Context: an optimization exercise on an open-source flow, tuned for small area, a short achievable clock period and few clock cycles per item. The choices shown serve that exercise and are no tape-out recipe. Function was checked by simulation only, so behaviour that the tests miss may differ from the original. No activity file was given, so power comes from the tool's default toggle rates.

==> violet: inputs <==
==> flow/design.v (excerpt) <==
module harp_rxf (
    input  wire       clk,
    input  wire       rst,         
    input  wire       in_valid,
    input  wire [7:0] in_data,
    output wire       in_ready,
    input  wire       flush,       
    output wire       out_valid,
    input  wire       out_ready,
    output wire [7:0] out_data,
    output wire       out_last,
    output wire [2:0] out_kind      
);
export LEC_CHECK = 0
export CAP_MARGIN = 30
export CORE_MARGIN = 2
export CORE_UTILIZATION = 50
export CTS_BUF_LIST = sky130_fd_sc_hd__clkbuf_16
export CTS_CLUSTER_DIAMETER = 60
export CTS_CLUSTER_SIZE = 24
export SETUP_SLACK_MARGIN = 5
export SLEW_MARGIN = 40
create_clock -name core_clock -period 12.0 [get_ports {clk}]
run.sh (not shown) runs the stock make flow with config.mk's settings and CLKGATE_MAP_FILE= SYNTH_SCRIPT=/design/flow/synth_recipe.tcl, a recipe that flattens the netlist after the stock synthesis.
==> garnet (differences from violet) <==
--- a/flow/design.v
+++ b/flow/design.v
@@ -49,20 +49,30 @@
     reg  [7:0]  c_lo, c_hi;           
     reg  [7:0]  c_len;                
     reg  [8:0]  c_len2;               
     reg         c_badl;               
     reg         c_chk;                
     reg  [2:0]  c_pk;                 
+    reg  [7:0] row_e [0:15];
+    reg  [7:0] row_o [0:15];
     reg  [7:0] rd_e, rd_o;
-    integer k;
+    integer k, r;
     always @(*) begin
+        for (r = 0; r < 16; r = r + 1) begin
+            row_e[r] = 8'd0;
+            row_o[r] = 8'd0;
+            for (k = 0; k < 8; k = k + 1) begin
+                row_e[r] = row_e[r] | (mem_e[8 * r + k] & {8{rl_e[k]}});
+                row_o[r] = row_o[r] | (mem_o[8 * r + k] & {8{rl_o[k]}});
+            end
+        end
         rd_e = 8'd0;
         rd_o = 8'd0;
-        for (k = 0; k < 128; k = k + 1) begin
-            rd_e = rd_e | (mem_e[k] & {8{rh_e[k / 8] & rl_e[k % 8]}});
-            rd_o = rd_o | (mem_o[k] & {8{rh_o[k / 8] & rl_o[k % 8]}});
+        for (r = 0; r < 16; r = r + 1) begin
+            rd_e = rd_e | (row_e[r] & {8{rh_e[r]}});
+            rd_o = rd_o | (row_o[r] & {8{rh_o[r]}});
         end
     end
     reg  [2:0] st;
     reg  [8:0] h;                     
     reg  [2:0] so;                    
     reg  [8:0] av;                    
@@ -78,14 +88,16 @@
     reg  [7:0] len;
     reg        have_p;
     reg        garb;
     reg        nn_iss;                
     wire [8:0] h1  = h + 9'd1;
     wire [8:0] sp  = h + {6'd0, so};
-    wire [2:0] so_up = so + {2'd0, g_d && d_r1};
-    wire [2:0] so_dn = (so_up == 3'd0) ? 3'd0 : so_up - 3'd1;
+    wire [2:0] so_p1 = so + 3'd1;
+    wire [2:0] so_m1 = (so == 3'd0) ? 3'd0 : so - 3'd1;
+    wire       so_in = g_d && d_r1;   
+    wire [2:0] so_dn = so_in ? so : so_m1;
     wire [8:0] av_w = av + {8'd0, wv};
     wire       whole = (av >= need);  
     reg  [1:0] rq_n;
     reg        rq0_err, rq1_err;
     reg  [2:0] rq0_kind, rq1_kind;
     reg  [7:0] rq0_len, rq1_len;
@@ -118,14 +130,13 @@
         endcase
     end
     wire       d1   = (st == S_L) && c_v && (c_j == h);            
     wire       d3   = (st == S_CK) && c_v && (c_j == hl);          
     wire       d2   = (st == S_C || st == S_CK || st == S_P) && c_v && (c_j == h3);
     wire       cmpl = (av >= c_len2);                           
-    wire       r2_inf = (a_v && !a_f && a_j == h3) || (b_v && !b_f && b_j == h3) ||
-                        (c_v && c_j == h3);
+    reg        r2_inf;                
     reg        f_act;
     reg  [8:0] fo;                    
     reg  [8:0] frem;                  
     reg  [7:0] pout;                  
     reg  [7:0] pnext;                 
     reg  [11:0] oh;                   
@@ -143,24 +154,26 @@
     wire       f_two   = (frem >= 9'd2);
     wire       f_end   = (frem <= 9'd2);
     reg        d_want;
     reg        d_r1;                  
     reg        d_r3;                  
     reg        d_rn;                  
+    reg        d_r2;                  
     wire [8:0] hn1 = hn + 9'd1;
     reg  [8:0] d_addr;
     reg  [7:0] d_addr1;               
     wire [8:0] sp1 = h1 + {6'd0, so};
     wire [8:0] hc  = h + {1'b0, c_len};
     wire [7:0] hc1 = h1[7:0] + c_len;
     wire       r1_ok = (av >= {6'd0, so} + 9'd2);
     always @(*) begin
         d_want  = 1'b0;
         d_r1    = 1'b0;
         d_r3    = 1'b0;
         d_rn    = 1'b0;
+        d_r2    = 1'b0;
         d_addr  = sp;
         d_addr1 = sp1[7:0];
         case (st)
             S_L: begin
                 if (d1 && !c_badl && cmpl) begin
                     d_want  = 1'b1;
@@ -177,22 +190,24 @@
                     d_want  = 1'b1;
                     d_r3    = 1'b1;
                     d_addr  = hl;
                     d_addr1 = hl1;
                 end else if (av >= 9'd5 && !have_p && !r2_inf) begin
                     d_want  = 1'b1;
+                    d_r2    = 1'b1;
                     d_addr  = h3;
                     d_addr1 = h3[7:0] + 8'd1;
                 end
             end
             S_CK, S_P: begin
                 if (garb && st == S_CK && so == 3'd1 && r1_ok) begin
                     d_want  = 1'b1;
                     d_r1    = 1'b1;
                 end else if (!have_p && !r2_inf) begin
                     d_want  = 1'b1;
+                    d_r2    = 1'b1;
                     d_addr  = h3;
                     d_addr1 = h3[7:0] + 8'd1;
                 end else if (!nn_iss && av >= need2) begin
                     d_want  = 1'b1;
                     d_rn    = 1'b1;
                     d_addr  = hn;
@@ -339,12 +354,13 @@
             st       <= S_L;
             h        <= 9'd0;
             so       <= 3'd0;
             av       <= 9'd0;
             pb       <= 8'd0;
             have_p   <= 1'b0;
+            r2_inf   <= 1'b0;
             garb     <= 1'b0;
             rq_n     <= 2'd0;
             f_act    <= 1'b0;
             ob_n     <= 3'd0;
             ob_rd    <= 2'd0;
             ob_wr    <= 2'd0;
@@ -362,14 +378,15 @@
             in_rdy <= !fl_pend && !ftake && (take ? (used <= 9'd254) : (used <= 9'd255));
             a_v <= g_f || g_d;
             b_v <= a_v;
             c_v <= b_v && !b_f;
             rq_n <= rq_n + {1'b0, dec_push} - {1'b0, rq_pop};
             av <= av_w;
-            if (g_d && d_r1) so <= so + 3'd1;
+            if (so_in) so <= so_p1;
             if (g_d && d_rn) nn_iss <= 1'b1;
+            if (g_d && d_r2) r2_inf <= 1'b1;
             if (d2) begin
                 p_kind <= c_pk;
                 have_p <= 1'b1;
             end
             case (st)
                 S_L: begin
@@ -392,12 +409,13 @@
                             end
                         end else begin
                             len    <= c_len;
                             sh     <= c_lo;
                             hn     <= hc + 9'd2;
                             nn_iss <= 1'b0;
+                            r2_inf <= 1'b0;
                             hl     <= hc;
                             hl1    <= hc1;
                             h3     <= h + 9'd3;
                             have_p <= 1'b0;
                             so     <= 3'd1;
                             need   <= c_len2;
--- a/flow/config.mk
+++ b/flow/config.mk
@@ -6,10 +6,10 @@
 export NUM_CORES = 4
 export LEC_CHECK = 0
 export CAP_MARGIN = 30
 export CORE_MARGIN = 2
 export CORE_UTILIZATION = 50
 export CTS_BUF_LIST = sky130_fd_sc_hd__clkbuf_16
-export CTS_CLUSTER_DIAMETER = 60
-export CTS_CLUSTER_SIZE = 24
+export CTS_CLUSTER_DIAMETER = 70
+export CTS_CLUSTER_SIZE = 28
 export SETUP_SLACK_MARGIN = 5
 export SLEW_MARGIN = 40
==> harbor (differences from violet) <==
--- a/flow/design.v
+++ b/flow/design.v
@@ -49,20 +49,30 @@
     reg  [7:0]  c_lo, c_hi;           
     reg  [7:0]  c_len;                
     reg  [8:0]  c_len2;               
     reg         c_badl;               
     reg         c_chk;                
     reg  [2:0]  c_pk;                 
+    reg  [7:0] row_e [0:15];
+    reg  [7:0] row_o [0:15];
     reg  [7:0] rd_e, rd_o;
-    integer k;
+    integer k, r;
     always @(*) begin
+        for (r = 0; r < 16; r = r + 1) begin
+            row_e[r] = 8'd0;
+            row_o[r] = 8'd0;
+            for (k = 0; k < 8; k = k + 1) begin
+                row_e[r] = row_e[r] | (mem_e[8 * r + k] & {8{rl_e[k]}});
+                row_o[r] = row_o[r] | (mem_o[8 * r + k] & {8{rl_o[k]}});
+            end
+        end
         rd_e = 8'd0;
         rd_o = 8'd0;
-        for (k = 0; k < 128; k = k + 1) begin
-            rd_e = rd_e | (mem_e[k] & {8{rh_e[k / 8] & rl_e[k % 8]}});
-            rd_o = rd_o | (mem_o[k] & {8{rh_o[k / 8] & rl_o[k % 8]}});
+        for (r = 0; r < 16; r = r + 1) begin
+            rd_e = rd_e | (row_e[r] & {8{rh_e[r]}});
+            rd_o = rd_o | (row_o[r] & {8{rh_o[r]}});
         end
     end
     reg  [2:0] st;
     reg  [8:0] h;                     
     reg  [2:0] so;                    
     reg  [8:0] av;                    
@@ -78,14 +88,16 @@
     reg  [7:0] len;
     reg        have_p;
     reg        garb;
     reg        nn_iss;                
     wire [8:0] h1  = h + 9'd1;
     wire [8:0] sp  = h + {6'd0, so};
-    wire [2:0] so_up = so + {2'd0, g_d && d_r1};
-    wire [2:0] so_dn = (so_up == 3'd0) ? 3'd0 : so_up - 3'd1;
+    wire [2:0] so_p1 = so + 3'd1;
+    wire [2:0] so_m1 = (so == 3'd0) ? 3'd0 : so - 3'd1;
+    wire       so_in = g_d && d_r1;   
+    wire [2:0] so_dn = so_in ? so : so_m1;
     wire [8:0] av_w = av + {8'd0, wv};
     wire       whole = (av >= need);  
     reg  [1:0] rq_n;
     reg        rq0_err, rq1_err;
     reg  [2:0] rq0_kind, rq1_kind;
     reg  [7:0] rq0_len, rq1_len;
@@ -118,14 +130,13 @@
         endcase
     end
     wire       d1   = (st == S_L) && c_v && (c_j == h);            
     wire       d3   = (st == S_CK) && c_v && (c_j == hl);          
     wire       d2   = (st == S_C || st == S_CK || st == S_P) && c_v && (c_j == h3);
     wire       cmpl = (av >= c_len2);                           
-    wire       r2_inf = (a_v && !a_f && a_j == h3) || (b_v && !b_f && b_j == h3) ||
-                        (c_v && c_j == h3);
+    reg        r2_inf;                
     reg        f_act;
     reg  [8:0] fo;                    
     reg  [8:0] frem;                  
     reg  [7:0] pout;                  
     reg  [7:0] pnext;                 
     reg  [11:0] oh;                   
@@ -143,24 +154,26 @@
     wire       f_two   = (frem >= 9'd2);
     wire       f_end   = (frem <= 9'd2);
     reg        d_want;
     reg        d_r1;                  
     reg        d_r3;                  
     reg        d_rn;                  
+    reg        d_r2;                  
     wire [8:0] hn1 = hn + 9'd1;
     reg  [8:0] d_addr;
     reg  [7:0] d_addr1;               
     wire [8:0] sp1 = h1 + {6'd0, so};
     wire [8:0] hc  = h + {1'b0, c_len};
     wire [7:0] hc1 = h1[7:0] + c_len;
     wire       r1_ok = (av >= {6'd0, so} + 9'd2);
     always @(*) begin
         d_want  = 1'b0;
         d_r1    = 1'b0;
         d_r3    = 1'b0;
         d_rn    = 1'b0;
+        d_r2    = 1'b0;
         d_addr  = sp;
         d_addr1 = sp1[7:0];
         case (st)
             S_L: begin
                 if (d1 && !c_badl && cmpl) begin
                     d_want  = 1'b1;
@@ -177,22 +190,24 @@
                     d_want  = 1'b1;
                     d_r3    = 1'b1;
                     d_addr  = hl;
                     d_addr1 = hl1;
                 end else if (av >= 9'd5 && !have_p && !r2_inf) begin
                     d_want  = 1'b1;
+                    d_r2    = 1'b1;
                     d_addr  = h3;
                     d_addr1 = h3[7:0] + 8'd1;
                 end
             end
             S_CK, S_P: begin
                 if (garb && st == S_CK && so == 3'd1 && r1_ok) begin
                     d_want  = 1'b1;
                     d_r1    = 1'b1;
                 end else if (!have_p && !r2_inf) begin
                     d_want  = 1'b1;
+                    d_r2    = 1'b1;
                     d_addr  = h3;
                     d_addr1 = h3[7:0] + 8'd1;
                 end else if (!nn_iss && av >= need2) begin
                     d_want  = 1'b1;
                     d_rn    = 1'b1;
                     d_addr  = hn;
@@ -339,12 +354,13 @@
             st       <= S_L;
             h        <= 9'd0;
             so       <= 3'd0;
             av       <= 9'd0;
             pb       <= 8'd0;
             have_p   <= 1'b0;
+            r2_inf   <= 1'b0;
             garb     <= 1'b0;
             rq_n     <= 2'd0;
             f_act    <= 1'b0;
             ob_n     <= 3'd0;
             ob_rd    <= 2'd0;
             ob_wr    <= 2'd0;
@@ -362,14 +378,15 @@
             in_rdy <= !fl_pend && !ftake && (take ? (used <= 9'd254) : (used <= 9'd255));
             a_v <= g_f || g_d;
             b_v <= a_v;
             c_v <= b_v && !b_f;
             rq_n <= rq_n + {1'b0, dec_push} - {1'b0, rq_pop};
             av <= av_w;
-            if (g_d && d_r1) so <= so + 3'd1;
+            if (so_in) so <= so_p1;
             if (g_d && d_rn) nn_iss <= 1'b1;
+            if (g_d && d_r2) r2_inf <= 1'b1;
             if (d2) begin
                 p_kind <= c_pk;
                 have_p <= 1'b1;
             end
             case (st)
                 S_L: begin
@@ -392,12 +409,13 @@
                             end
                         end else begin
                             len    <= c_len;
                             sh     <= c_lo;
                             hn     <= hc + 9'd2;
                             nn_iss <= 1'b0;
+                            r2_inf <= 1'b0;
                             hl     <= hc;
                             hl1    <= hc1;
                             h3     <= h + 9'd3;
                             have_p <= 1'b0;
                             so     <= 3'd1;
                             need   <= c_len2;
==> flow/config.mk (replaced) <==
export PLATFORM = sky130hd
export DESIGN_NAME = harp_rxf
export DESIGN_NICKNAME = harp_rxf
export VERILOG_FILES = /design/flow/design.v
export SDC_FILE = /design/flow/constraint.sdc
export NUM_CORES = 4
export LEC_CHECK = 0
export CAP_MARGIN = 30
export CORE_MARGIN = 2
export CORE_UTILIZATION = 60
export CTS_BUF_LIST = sky130_fd_sc_hd__clkbuf_16
export CTS_CLUSTER_DIAMETER = 60
export CTS_CLUSTER_SIZE = 24
export SETUP_SLACK_MARGIN = 5
export SLEW_MARGIN = 40
==> qor summary <==
Routed via count divided by cell count: harbor 6.84; violet 7.22; garnet 6.49
Met3 Routed Length: harbor 29.8 mm; violet 67.8 mm; garnet 25.4 mm
Area of placed instances: harbor 102000 um2; violet 108000 um2; garnet 103000 um2
Syn avg cell area: harbor 14.8 um2; violet 14.2 um2; garnet 14.8 um2
Clock-cell share of area: harbor 4.96%; violet 5.06%; garnet 4.47%
Run status: harbor finished clean; violet finished clean; garnet finished clean
Worst-case hold slack: harbor 324 ps; violet 332 ps; garnet 330 ps
Min-Delay Startpoint: harbor a_j[4]$_DFF_P_; violet a_c$_DFF_P_; garnet a_l$_DFF_P_
Final Skew: harbor 29.9 ps; violet 61.5 ps; garnet 46.1 ps
Net switching power of the design: harbor 7.23 mW; violet 7.25 mW; garnet 7.18 mW
Number of clock sinks seen by CTS: harbor 2514; violet 2513; garnet 2514
N_diodes: harbor 1; violet 12; garnet 3
Clk_buf instances: harbor 165; violet 172; garnet 141
Worst-margin pin slew: harbor 910 ps; violet 1030 ps; garnet 936 ps
Proportion of power drawn by flip-flops and latches: harbor 49.1%; violet 48.3%; garnet 49.6%
Switching part of the total: harbor 33.3%; violet 33.5%; garnet 33.6%
Leak Pwr: harbor 34.5 nW; violet 37.0 nW; garnet 34.2 nW
Ys Warns: harbor 3; violet 1; garnet 3
Minimum clock period after layout: harbor 4680 ps; violet 4760 ps; garnet 4530 ps
Layout cell share with drive strength beyond 1: harbor 10.6%; violet 13.3%; garnet 10.3%
Final setup slack of the worst path: harbor 7320 ps; violet 7240 ps; garnet 7470 ps
Summed instance area of the synthesized netlist: harbor 99300 um2; violet 102000 um2; garnet 99300 um2
Testbench counts of violet, summed over its fixed seeds: cycles 59,769, bytes 56,077.
Testbench counts of garnet, summed over its fixed seeds: cycles 59,769, bytes 56,077.
Testbench counts of harbor, summed over its fixed seeds: cycles 59,769, bytes 56,077.

==> port drivers added, routing unchanged <==
In the flow no input, the clock included, has a driving cell. The finished layouts below were timed again as built, in two steps.
Step 1 assumes that a clkbuf_16 drives the clock port and a buf_2 every other input.
Step 2 also shifts input and output timing later by t, the mid clock arrival at the registers, as if the neighbouring blocks saw the same clock.
a / b / c = no drivers / after step 1 / after step 2; a / b = the first two.
| run | t (ns) | slack for setup (ns) | hold slack, ns | clock arrival spread, ns | cell pins on the clock port's net |
|---|---|---|---|---|---|
| violet | 0.952 | 7.242 / 7.242 / 7.242 | 0.332 / 0.332 / 0.332 | 0.066 / 0.067 | 1 |
| garnet | 0.903 | 7.467 / 7.467 / 7.070 | 0.330 / 0.330 / 0.330 | 0.049 / 0.049 | 1 |
| harbor | 0.906 | 7.316 / 7.316 / 7.221 | 0.324 / 0.324 / 0.324 | 0.041 / 0.040 | 1 |
After both steps setup and hold are still met in every run listed. The setup slack of garnet, which loses most, moves by 0.000 ns with the drivers and by -0.397 ns with both steps.
